From an optimization exercise on the open Yosys and OpenROAD flow, aimed at small area, a short achievable clock period and few clock cycles per item; shortcuts taken in it are not production practice. Function not checked in this run: the RTL went through the layout flow alone. Power figures rest on the tool's default switching activity, not on a simulated workload.

===== design/flow/run.sh =====
#!/bin/bash
# synth_recipe.tcl (not shown) runs the flow's synth.tcl, then flattens the netlist and writes it again
# the make line also repeats each setting of config.mk as NAME=value (left out here)
make -C /OpenROAD-flow-scripts/flow DESIGN_CONFIG=/design/flow/config.mk WORK_HOME=/design/flow/orfs CLKGATE_MAP_FILE= SYNTH_SCRIPT=/design/flow/synth_recipe.tcl finish

===== design/flow/config.mk =====
export PLATFORM = sky130hd
export DESIGN_NAME = fp_codec
export DESIGN_NICKNAME = fp_codec
export VERILOG_FILES = /design/flow/design.v
export SDC_FILE = /design/flow/constraint.sdc
export NUM_CORES = 4
export LEC_CHECK = 0
export CAP_MARGIN = 20
export CORE_MARGIN = 2
export CORE_UTILIZATION = 40
export PLACE_DENSITY = 0.6
export SLEW_MARGIN = 20

===== design/flow/constraint.sdc =====
create_clock -name core_clock -period 11.0 [get_ports {clk}]
set_input_delay 2.2000 -clock core_clock [delete_from_list [all_inputs] [get_ports {clk}]]
set_output_delay 2.2000 -clock core_clock [all_outputs]
set_load 0.01 [all_outputs]

===== design/flow/design.v =====
module fp_codec (
    input  wire         clk,
    input  wire         rst,
    input  wire         in_valid,
    output wire         in_ready,
    input  wire         in_op,
    input  wire [31:0]  in_word,
    input  wire         in_neg,
    input  wire [135:0] in_num,
    input  wire [135:0] in_den,
    output reg          out_valid,
    output reg          out_op,
    output reg  [31:0]  out_word,
    output reg  [1:0]   out_fault,
    output reg  [136:0] out_dec
);
    localparam integer K = 2;               
    localparam integer NDIV = 24 / K;       
    localparam FAULT_NONE      = 2'd0;
    localparam FAULT_OVERFLOW  = 2'd1;
    localparam FAULT_UNDERFLOW = 2'd2;
    wire take = in_valid & in_ready & ~rst;
    reg  [31:0]  d1_word;
    reg          d1_v, d2_v, d3_v;
    always @(posedge clk) d1_word <= in_word;
    wire        d1_sign = d1_word[31];
    wire [7:0]  d1_exp  = d1_word[30:23];
    wire [30:0] d1_x    = {1'b1, d1_word[22:0]} * 7'd100;
    wire        d1_zero = (d1_word == 32'd0);
    reg  [30:0]  d2_x;
    reg  [7:0]   d2_exp;
    reg          d2_sign, d2_zero;
    always @(posedge clk) begin
        d2_x    <= d1_x;
        d2_exp  <= d1_exp;
        d2_sign <= d1_sign;
        d2_zero <= d1_zero;
    end
    wire        d2_left = (d2_exp >= 8'd150);
    wire [7:0]  d2_rsh  = 8'd150 - d2_exp;
    wire [62:0] d2_shr  = {d2_x, 32'd0} >> d2_rsh[4:0];
    wire        d2_far  = (d2_rsh[7:5] != 3'd0);
    wire [30:0] d2_q    = d2_far ? 31'd0 : d2_shr[62:32];
    wire        d2_g    = ~d2_far & d2_shr[31];
    wire        d2_st   = |d2_shr[30:0];
    wire        d2_rnd  = d2_g & (d2_st | d2_q[0]);
    wire [30:0] d2_base = d2_zero ? 31'd0 : (d2_left ? d2_x : d2_q);
    wire        d2_inc  = ~d2_zero & ~d2_left & d2_rnd;
    wire [32:0] d2_val  = ({2'b00, d2_base} ^ {33{d2_sign}}) + {32'd0, d2_sign ^ d2_inc};
    wire [6:0]  d2_lsh  = d2_left ? d2_exp[6:0] - 7'd22 : 7'd0;    
    reg  [32:0]  d3_val;
    reg  [6:0]   d3_lsh;
    always @(posedge clk) begin
        d3_val <= d2_val;
        d3_lsh <= d2_lsh;
    end
    wire [136:0] d3_out = {{104{d3_val[32]}}, d3_val} << d3_lsh;
    always @(posedge clk) out_dec <= d3_out;
    localparam [2:0] E_IDLE = 3'd0, E_NORMD = 3'd1, E_NORMN = 3'd2, E_DIV = 3'd3, E_FIN = 3'd4;
    reg  [2:0]   est;
    reg  [3:0]   ecnt;
    reg  [138:0] rs, rc;        
    reg  [135:0] rd;            
    reg          rp;            
    reg  [25:0]  rq, rqm;       
    reg  [7:0]   lzd;
    reg  signed [9:0] ebase;    
    reg          eneg, ezero;
    assign in_ready = (est == E_IDLE) | (est == E_FIN);
    wire [135:0] nrm_in = (est == E_NORMD) ? rd : rs[135:0];
    reg  [7:0]   nrm_lz;
    integer li;
    always @(*) begin
        nrm_lz = 8'd0;
        for (li = 0; li < 136; li = li + 1)
            if (nrm_in[li]) nrm_lz = 8'd135 - li[7:0];
    end
    wire [135:0] nrm_out = nrm_in << nrm_lz;
    reg  [138:0] ss [0:K];
    reg  [138:0] sc [0:K];
    reg  [25:0]  sq [0:K];
    reg  [25:0]  sqm[0:K];
    reg  [138:0] t_s, t_c, t_x;
    reg  [3:0]   t_y;
    reg          t_pin;
    integer si;
    always @(*) begin
        ss[0]  = rs;
        sc[0]  = rc;
        sq[0]  = rq;
        sqm[0] = rqm;
        for (si = 0; si < K; si = si + 1) begin
            t_pin = (si == 0) ? rp : 1'b0;
            t_s = {ss[si][137:0], t_pin};
            t_c = {sc[si][137:0], t_pin};
            t_y = t_s[138:135] + t_c[138:135];
            if (!t_y[3]) begin                       
                t_x = ~{3'b000, rd};
                ss[si+1]  = t_s ^ t_c ^ t_x;
                sc[si+1]  = {(t_s[137:0] & t_c[137:0]) | (t_s[137:0] & t_x[137:0]) | (t_c[137:0] & t_x[137:0]), 1'b1};
                sq[si+1]  = {sq[si][24:0], 1'b1};
                sqm[si+1] = {sq[si][24:0], 1'b0};
            end else if (t_y == 4'b1111) begin       
                ss[si+1]  = t_s ^ t_c;
                sc[si+1]  = {t_s[137:0] & t_c[137:0], 1'b0};
                sq[si+1]  = {sq[si][24:0], 1'b0};
                sqm[si+1] = {sqm[si][24:0], 1'b1};
            end else begin                           
                t_x = {3'b000, rd};
                ss[si+1]  = t_s ^ t_c ^ t_x;
                sc[si+1]  = {(t_s[137:0] & t_c[137:0]) | (t_s[137:0] & t_x[137:0]) | (t_c[137:0] & t_x[137:0]), 1'b0};
                sq[si+1]  = {sqm[si][24:0], 1'b1};
                sqm[si+1] = {sqm[si][24:0], 1'b0};
            end
        end
    end
    wire [138:0] f_rem  = rs + rc;
    wire [25:0]  f_q    = f_rem[138] ? rqm : rq;
    wire         f_top  = f_q[24];
    wire [22:0]  f_f    = f_top ? f_q[23:1] : f_q[22:0];
    wire signed [9:0] f_b = f_top ? ebase : (ebase - 10'sd1);
    always @(posedge clk) begin
        if (rst) begin
            est  <= E_IDLE;
            d1_v <= 1'b0;
            d2_v <= 1'b0;
            d3_v <= 1'b0;
            out_valid <= 1'b0;
            out_op <= 1'b0;
        end else begin
            d1_v <= take & ~in_op;
            d2_v <= d1_v;
            d3_v <= d2_v;
            out_valid <= d3_v | (est == E_FIN);
            out_op    <= (est == E_FIN);
            case (est)
                E_IDLE, E_FIN: if (take & in_op) est <= E_NORMD; else est <= E_IDLE;
                E_NORMD: est <= E_NORMN;
                E_NORMN: est <= E_DIV;
                E_DIV:   if (ecnt == NDIV - 1) est <= E_FIN;
                default: est <= E_IDLE;
            endcase
        end
    end
    always @(posedge clk) begin
        case (est)
            E_IDLE, E_FIN: begin
                rs   <= {3'b000, in_num};
                rd   <= in_den;
                eneg <= in_neg;
            end
            E_NORMD: begin
                rd  <= nrm_out;
                lzd <= nrm_lz;
            end
            E_NORMN: begin
                rs    <= {3'b000, nrm_out};
                rc    <= ~{3'b000, rd};
                rp    <= 1'b1;
                rq    <= 26'd1;
                rqm   <= 26'd0;
                ebase <= $signed({2'b00, lzd}) - $signed({2'b00, nrm_lz}) + 10'sd127;
                ezero <= (rs[135:0] == 136'd0);
                ecnt  <= 4'd0;
            end
            E_DIV: begin
                rs   <= ss[K];
                rc   <= sc[K];
                rq   <= sq[K];
                rqm  <= sqm[K];
                rp   <= 1'b0;
                ecnt <= ecnt + 4'd1;
            end
            default: ;
        endcase
        if (est == E_FIN) begin
            if (ezero) begin
                out_word  <= 32'd0;
                out_fault <= FAULT_NONE;
            end else if (f_b > 10'sd255) begin
                out_word  <= 32'd0;
                out_fault <= FAULT_OVERFLOW;
            end else if (f_b < 10'sd0) begin
                out_word  <= 32'd0;
                out_fault <= FAULT_UNDERFLOW;
            end else begin
                out_word  <= {eneg, f_b[7:0], f_f};
                out_fault <= FAULT_NONE;
            end
        end
    end
endmodule

==> summary.txt <==
## state kept, by name, summed over array words and instances (netlist names), 2 cells and up
register / flops
rc: 139
rs: 139
out_dec: 137
rd: 136
d3_val: 33
d1_word: 32
out_word: 32
d2_x: 29
rq: 25
rqm: 25
ebase: 10
d2_exp: 8
lzd: 8
d3_lsh: 7
ecnt: 4
est: 3
out_fault: 2
## power groups by stage
stage	sequential, mW	combinational, mW	clock, mW
6_report	4.71	21.8	3.64
3_3_place_gp	4.68	20.3	0
2_1_floorplan	4.24	12.7	0
5_1_grt	4.69	23.2	3.75
4_1_cts	4.62	21.0	3.66
3_5_place_dp	4.67	20.8	0
## stage by stage
stage	total power [mW]	std cells	instance area [sq um]	hold slack (ns)
2_1_floorplan	16.9	10283	86400	0.331
3_3_place_gp	25.0	13179	94700	0.347
3_5_place_dp	25.5	13181	94800	0.353
4_1_cts	29.3	13371	98300	0.368
5_1_grt	31.6	13388	98400	0.376
6_report	30.2	13404	98400	0.370
## worst max-delay path, stage by stage, from the launching register on
cell,delay [ns]
dfxtp_1,0.54
or3b_4,0.64
buf_4,0.50
mux2i_1,0.93
and4_1,0.45
o21bai_1,0.09
a21oi_1,0.40
nand4_1,0.61
a31oi_4,0.65
buf_4,0.29
inv_4,0.22
nor2_2,0.59
buf_4,0.26
o21ai_0,0.31
nand4_1,0.70
nand2_1,0.12
o21ai_0,0.29
mux2i_1,0.42
a211oi_1,0.70
o21ai_0,0.14
## logic make-up after synthesis
logic type,Yosys count,synth area share [%]
buf+inv,1568,7.14
fa+ha+maj,1073,21.6
xor+xnor,127,1.30
simple gates,3148,15.8
flops,779,24.1
compound gates,2986,21.9
mux,602,8.17
## metal layers
metal | track usage (%) | up-vias
met5 | 0 | -
met4 | 29.5 | 26
met3 | 13.7 | 1336
met2 | 63.4 | 5965
met1 | 57.9 | 44250
li1 | - | 36650
## area by class of cell
| type | instances | area share (%) |
|---|---|---|
| sequential | 779 | 21.2 |
| clock buffer | 125 | 2.84 |
| inverter | 846 | 3.26 |
| multi-input combinational | 7936 | 60.8 |
| clock inverter | 65 | 0.740 |
| tap | 2838 | 3.61 |
| antenna | 28 | 0.0712 |
| timing repair buffer | 787 | 7.52 |
## path summary, 6_finish.rpt
path / start / end / depth (start not counted)
worst max-delay path: est[1] / rd[105] / 19
worst min-delay path: d1_word[24] / d2_exp[1] / 0
worst max register to register: est[1] / rd[105] / 19
worst min register to register: d1_word[24] / d2_exp[1] / 0
## placed cells by master (no fill, tap or decap), drive strengths merged, types with 40 or more instances in the layout
cell              n
xor2             41
edfxtp          523
xnor2            86
o21ai           594
o211a            40
nand3           259
dfxtp           256
mux2            122
clkinv           40
o22ai           123
a21o            104
nand2          1378
a211oi          199
a32oi            50
nand4            69
nor4             91
mux4             69
a21oi          1016
a211o            41
a22oi            67
nor3            296
o211ai          162
ha              380
fa              693
clkdlybuf4s50   482
nor2b            49
inv             853
buf             304
a31oi            75
mux2i           411
clkbuf          126
o21a            163
nor2            813
==> flow_metrics.env <==
export IMPL_io_buffers=482
export IMPL_synth_seq_area_share_pct=24.1
export IMPL_tns_ns=0
export IMPL_antenna_found_initial=53
export IMPL_crit_path_max_fanout=33
export IMPL_synth_top_area_cell="edfxtp_1"
export IMPL_leakagePower_nw=40.5
export IMPL_dieArea_sq_um=220000
export IMPL_post_route_drc_count=0
export IMPL_synth_common_cells="nand2_1 (1378), a21oi_1 (1014), inv_1 (839)"
export IMPL_power_density_nw_per_um2=306
export IMPL_nFillCells=20930
export IMPL_synth_flop_cell="edfxtp_1"
export IMPL_synth_edf_count=523
export IMPL_grt_overflow=0
export IMPL_firstDrtPassIters=9
export IMPL_avgRoutedWirePerCell_microns=37.4
export IMPL_clk_pin_slew_worst_paths_ns=0.06
export IMPL_setup_ws_ns=1.72
export IMPL_final_layout_size_suffix_gt1_share_pct=7.83
export IMPL_combinationalPowerShare_pct=72.3
export IMPL_synth_nets=11665
export IMPL_seqPwrFrac_pct=15.6
export IMPL_power_switching_mw=18.0
export IMPL_status="complete, no violations"
export IMPL_wl_met2_microns=206000
export IMPL_post_route_period_util_pct=84.4
export IMPL_die_h_microns=469
export IMPL_finalMaxSlewViolations=0
export IMPL_hold_viol_final=0
export IMPL_synth_most_common_cell="nand2_1"
export IMPL_grt_max_degree=186
export IMPL_dp_hpwl_microns=390000
export IMPL_synthesis_area_sq_um=86400
export IMPL_clock_latency_ns=0.85
export IMPL_cts_tree="built"
export IMPL_die_w_microns=469
export IMPL_rows=170
export IMPL_pre_cts_ws_ns=2.31
export IMPL_synth_avg_cell_area_sq_um=8.40
export IMPL_maxCapViolations=0
export IMPL_clock_sinks=779
export IMPL_ant_nets=0
export IMPL_cts_inserted_buffers=101
export IMPL_ctsHoldBuffers=0
export IMPL_worstPathArrival_ns=9.80
export IMPL_min_path_type="register to register"
export IMPL_ys_warn_count=5
export IMPL_relSlewSlack_pct=12.7
export IMPL_async_reset_ff_share_pct=0
export IMPL_multi_input_area_sq_um=59800
export IMPL_grt_first_pass_wirelength_microns=684000
export IMPL_worstMarginPinSlew_ns=1.30
export IMPL_ir_drop_mv=0.398
export IMPL_fin_util_pct=45.9
export IMPL_nNetsFinal=11833
export IMPL_clockRootBuffer="clkbuf_16"
export IMPL_regArea_sq_um=20800
export IMPL_syn2layout_area_growth_pct=13.9
export IMPL_top_layer_used="met5"
export IMPL_ctsResizeCount=0
export IMPL_wl_met1_microns=197000
export IMPL_htreeDepth=3
export IMPL_synth_ff_latch_count=779
export IMPL_critPathKind="register to register"
export IMPL_timing_reg2reg_setup_slack_ns=1.72
export IMPL_wirelength_microns=501000
export IMPL_core_sq_um=215000
export IMPL_synth_top_cell_area_share_pct=18.2
export IMPL_yosys_top_cells_area="edfxtp_1 (18%), fa_1 (16%), nand2_1 (6.0%), dfxtp_1 (5.9%), a21oi_1 (5.9%)"
export IMPL_intPower_mw=12.1
export IMPL_ios=483
export IMPL_rsz0062_at_grt="false"
export IMPL_switching_share_pct=59.8
export IMPL_critPathCaptureType="register"
export IMPL_ys_types=111
export IMPL_wl_met3_microns=57700
export IMPL_cp_start_kind="register"
export IMPL_skew_ns=0.0720
export IMPL_vias_per_cell=6.58
export IMPL_cts_path_max_buffers=3
export IMPL_first_iter_violations=12522
export IMPL_first_global_vias=83288
export IMPL_cp_required_ns=11.52
export IMPL_p_clk_share_pct=12.1
export IMPL_setup_viol=0
export IMPL_start_util_pct=40.3
export IMPL_place_gp_congestion=1.12
export IMPL_cts_setup_buffers=0
export IMPL_period_needed_ns=9.28
export IMPL_postSynthCellCount=10283
export IMPL_vias=88227
export IMPL_gr_usage_all_layers_pct=44.5
export IMPL_fmax_mhz=108

afterwards: timing with drivers on the ports:
The flow's constraints put no driver on any port. The routed layout listed below was extracted and timed again, unchanged, in two steps. Step 1, drivers: a clkbuf_16 drives clk and a buf_2 each remaining input, both assumed. Step 2 adds t to the input delays and takes it off the output delays; t is the mean of the earliest and latest rising clock arrival at the registers after step 1. Input paths then give back, and output paths get back, about the clock's delay inside the block. a / b / c = ideal ports / drivers / drivers and shift; a / b = the first two.
shift t [ns]: 0.901
slack for setup (ns): 1.717 / 1.717 / 1.717
worst setup path at the end: register to register
latest minus earliest clock arrival (ns): 0.072 / 0.072
pins driven straight from the clock port: 1
After both steps this run still meets setup and hold. The setup slack of this run moves by 0.000 ns with the drivers and by 0.000 ns with both steps.
